Source: an optimization exercise on an open RTL-to-GDS flow (aim: small area). Production flows keep margins and buffers that such runs may drop.
RTL that was checked went through simulation tests only; none was proved equivalent to the original.
Power is estimated from default activity; no workload was simulated.

## before
==> flow/design.v (excerpt) <==
module grbl_stepper (
    input  wire        clk,
    input  wire        rst,
    input  wire [5:0]  cfg_invert_mask,
    input  wire        cfg_invert_enable,
    input  wire [15:0] cfg_accel_period,
    input  wire [31:0] cfg_min_rate,
    input  wire        tick,
    input  wire        pulse_reset,
    input  wire        cmd_valid,
    input  wire [7:0]  cmd,
    input  wire [3:0]  seg_head,
    input  wire [2:0]  blk_head,
    output reg  [6:0]  mem_addr,
    input  wire [31:0] mem_rdata,
    output reg  [5:0]  pins,
    output reg         disable_line,
    output reg         tick_enabled,
    output reg  [1:0]  run_state,
    output reg         cycle_stop,
    output reg  [3:0]  fault,
    output reg  [3:0]  seg_tail,
    output reg  [2:0]  blk_tail,
    output reg  [31:0] pos_x,
    output reg  [31:0] pos_y,
    output reg  [31:0] pos_z
);
    localparam N = 10;
    localparam RS_IDLE = 2'd0, RS_QUEUED = 2'd1, RS_RUNNING = 2'd2, RS_HOLD = 2'd3;
    localparam RAMP_CRUISE = 2'd0, RAMP_ACCEL = 2'd1, RAMP_DECEL = 2'd2;
    localparam F_NONE = 4'd0, F_ZERO_STEP = 4'd2, F_BAD_INDEX = 4'd3,
               F_RESERVED = 4'd4, F_NO_BLOCK = 4'd5, F_BAD_BLOCK = 4'd6,
               F_RESET_RUN = 4'd7, F_CONFIG = 4'd9;
    localparam C_INIT = 8'h01, C_RESET = 8'h02, C_WAKE_UP = 8'h03,
  ...
Size in the first run: roughly 2100 cells after synthesis, ~230 I/O pins, ~0.018 mm^2 of cells after synthesis.
export LEC_CHECK = 0
export ABC_AREA = 1
export CAP_MARGIN = 20
export CORE_MARGIN = 2
export CORE_UTILIZATION = 40
export CTS_BUF_LIST = sky130_fd_sc_hd__clkbuf_2 sky130_fd_sc_hd__clkbuf_4
export SLEW_MARGIN = 20
create_clock -name core_clock -period 12.5 [get_ports {clk}]
run.sh (not shown) runs the stock make flow with config.mk's settings and CLKGATE_MAP_FILE= SYNTH_SCRIPT=/design/flow/synth_recipe.tcl, a recipe that flattens the netlist after the stock synthesis.
### before -> after
- ABC_AREA: 1 -> unset
- CTS_BUF_LIST: sky130_fd_sc_hd__clkbuf_2 sky130_fd_sc_hd__clkbuf_4 -> unset
### Flow results
before has lower clock power than after.
Summary: with before as the reference, power in after moved up by a little under 10%.
Re detail-routed via count per cell: before and after aren't equal, and the lower value belongs to before.
Diff before -> after | longest individual stage delay on the worst path | increase of 30 ps
Total placed cells including tap cells for after is lower than for before.
after: count of mapped cells out of synthesis about 15% below before
Taking before as the reference, in after highest net fanout along the worst path has decreased; count of inserted tapcells saw little to no change; number of nets with antenna violations after routing essentially unchanged.
after ended with less via count than before.
No run of this note included a check of the RTL's function; only the layout flow was run.

Another version of the RTL of grbl_stepper (not shown whole).
Size in the first run: ~230 I/O pins, ~15000 sq um of cells after synthesis.
Settings: LEC_CHECK=0, CAP_MARGIN=0, CORE_MARGIN=2, CORE_UTILIZATION=65, PLACE_DENSITY=0.75, SLEW_MARGIN=0; clock period 12.5 ns.
standard.sh (not shown) runs the stock make flow with config.mk's settings and CLKGATE_MAP_FILE= SYNTH_SCRIPT=/design/flow/synth_recipe.tcl, a recipe that flattens the netlist after the stock synthesis.
==> flow/flow/run.sh <==
#!/bin/bash
# Standard ORFS layout with three changes:
# - after synthesis, OpenROAD's restructure re-maps the combinational logic
#   for area (with a copy of the library that leaves out the don't-use cells);
# - the port buffers are the smallest buffer cell (repair may upsize them);
# - the clock tree uses smaller buffers, larger sink clusters, no dummy loads.
set -euo pipefail
export BUFFER_PORTS_ARGS="-buffer_cell sky130_fd_sc_hd__buf_1"
export CTS_ARGS="-sink_clustering_enable -repair_clock_nets -buf_list {sky130_fd_sc_hd__clkbuf_4 sky130_fd_sc_hd__clkbuf_8} -sink_clustering_size 20 -sink_clustering_max_diameter 60 -dont_use_dummy_load"
bash standard.sh synth > synth.log 2>&1
python3 flow/filter_lib.py "$FLOW_HOME/platforms/sky130hd/lib/sky130_fd_sc_hd__tt_025C_1v80.lib" \
    restructure.lib 'sky130_fd_sc_hd__lpflow_*' 'sky130_fd_sc_hd__probe*' > filter_lib.log 2>&1
mkdir -p restructure_work
openroad -no_init -exit flow/restructure.tcl > restructure.log 2>&1
touch "orfs/results/$FLOW_PLATFORM/grbl_stepper/base/1_synth.sdc"
bash standard.sh > standard.log 2>&1
Other scripts of this flow, unchanged in this note and not shown: flow/flow/filter_lib.py, flow/flow/restructure.tcl
==> next run, changes <==
--- a/flow/flow/run.sh
+++ b/flow/flow/run.sh
@@ -7,5 +7,5 @@
 set -euo pipefail
 export BUFFER_PORTS_ARGS="-buffer_cell sky130_fd_sc_hd__buf_1"
-export CTS_ARGS="-sink_clustering_enable -repair_clock_nets -buf_list {sky130_fd_sc_hd__clkbuf_4 sky130_fd_sc_hd__clkbuf_8} -sink_clustering_size 20 -sink_clustering_max_diameter 60 -dont_use_dummy_load"
+export CTS_ARGS="-sink_clustering_enable -repair_clock_nets -buf_list {sky130_fd_sc_hd__clkbuf_4 sky130_fd_sc_hd__clkbuf_8} -sink_clustering_size 16 -sink_clustering_max_diameter 50 -dont_use_dummy_load"
 bash standard.sh synth > synth.log 2>&1
 python3 flow/filter_lib.py "$FLOW_HOME/platforms/sky130hd/lib/sky130_fd_sc_hd__tt_025C_1v80.lib" \
--- a/flow/config.mk
+++ b/flow/config.mk
@@ -8,5 +8,5 @@
 export CAP_MARGIN = 0
 export CORE_MARGIN = 2
-export CORE_UTILIZATION = 65
-export PLACE_DENSITY = 0.75
+export CORE_UTILIZATION = 75
+export PLACE_DENSITY = 0.85
 export SLEW_MARGIN = 0
Maximum frequency decreases by about 3%; hold slack hardly moves; count of clock-buffer cells in the layout increases by 2; cell area decreases by about 0.33%; synthesized area is unchanged; worst setup slack degrades by 360 ps; synthesized cell count does not change; total power increases by about 0.7%; first-iteration DRC count increases by 43%; routed wire length decreases by 4.0%; combinational power is about the same.

[port drivers added, routing unchanged]
In the flow no input, the clock included, has a driving cell. The finished layouts below were timed again as built, in two steps. Step 1 assumes that a clkbuf_16 drives the clock port and a buf_2 every other input. Step 2, shift: input delay + t, output delay - t, t = (earliest + latest rising clock arrival at the registers) / 2. This alone moves slack from input paths to output paths. a / b / c = ideal ports / drivers / drivers and shift; a / b = the first two.
run	shift t [ns]	setup WS [ns]	worst setup path after step 2	clock arrival spread, ns
before	0.824	3.013 / 2.998 / 2.175	input to register	0.054 / 0.055
after	0.604	2.699 / 2.730 / 2.126	input to register	0.018 / 0.018
the first run of note 2	0.600	1.422 / 1.451 / 0.852	input to register	0.131 / 0.131
the second run of note 2	0.625	1.058 / 1.086 / 0.461	input to register	0.077 / 0.076
After both steps every run listed still meets setup and hold. For before, which loses most, drivers alone change the setup slack by -0.015 ns; drivers and shift together by -0.838 ns.
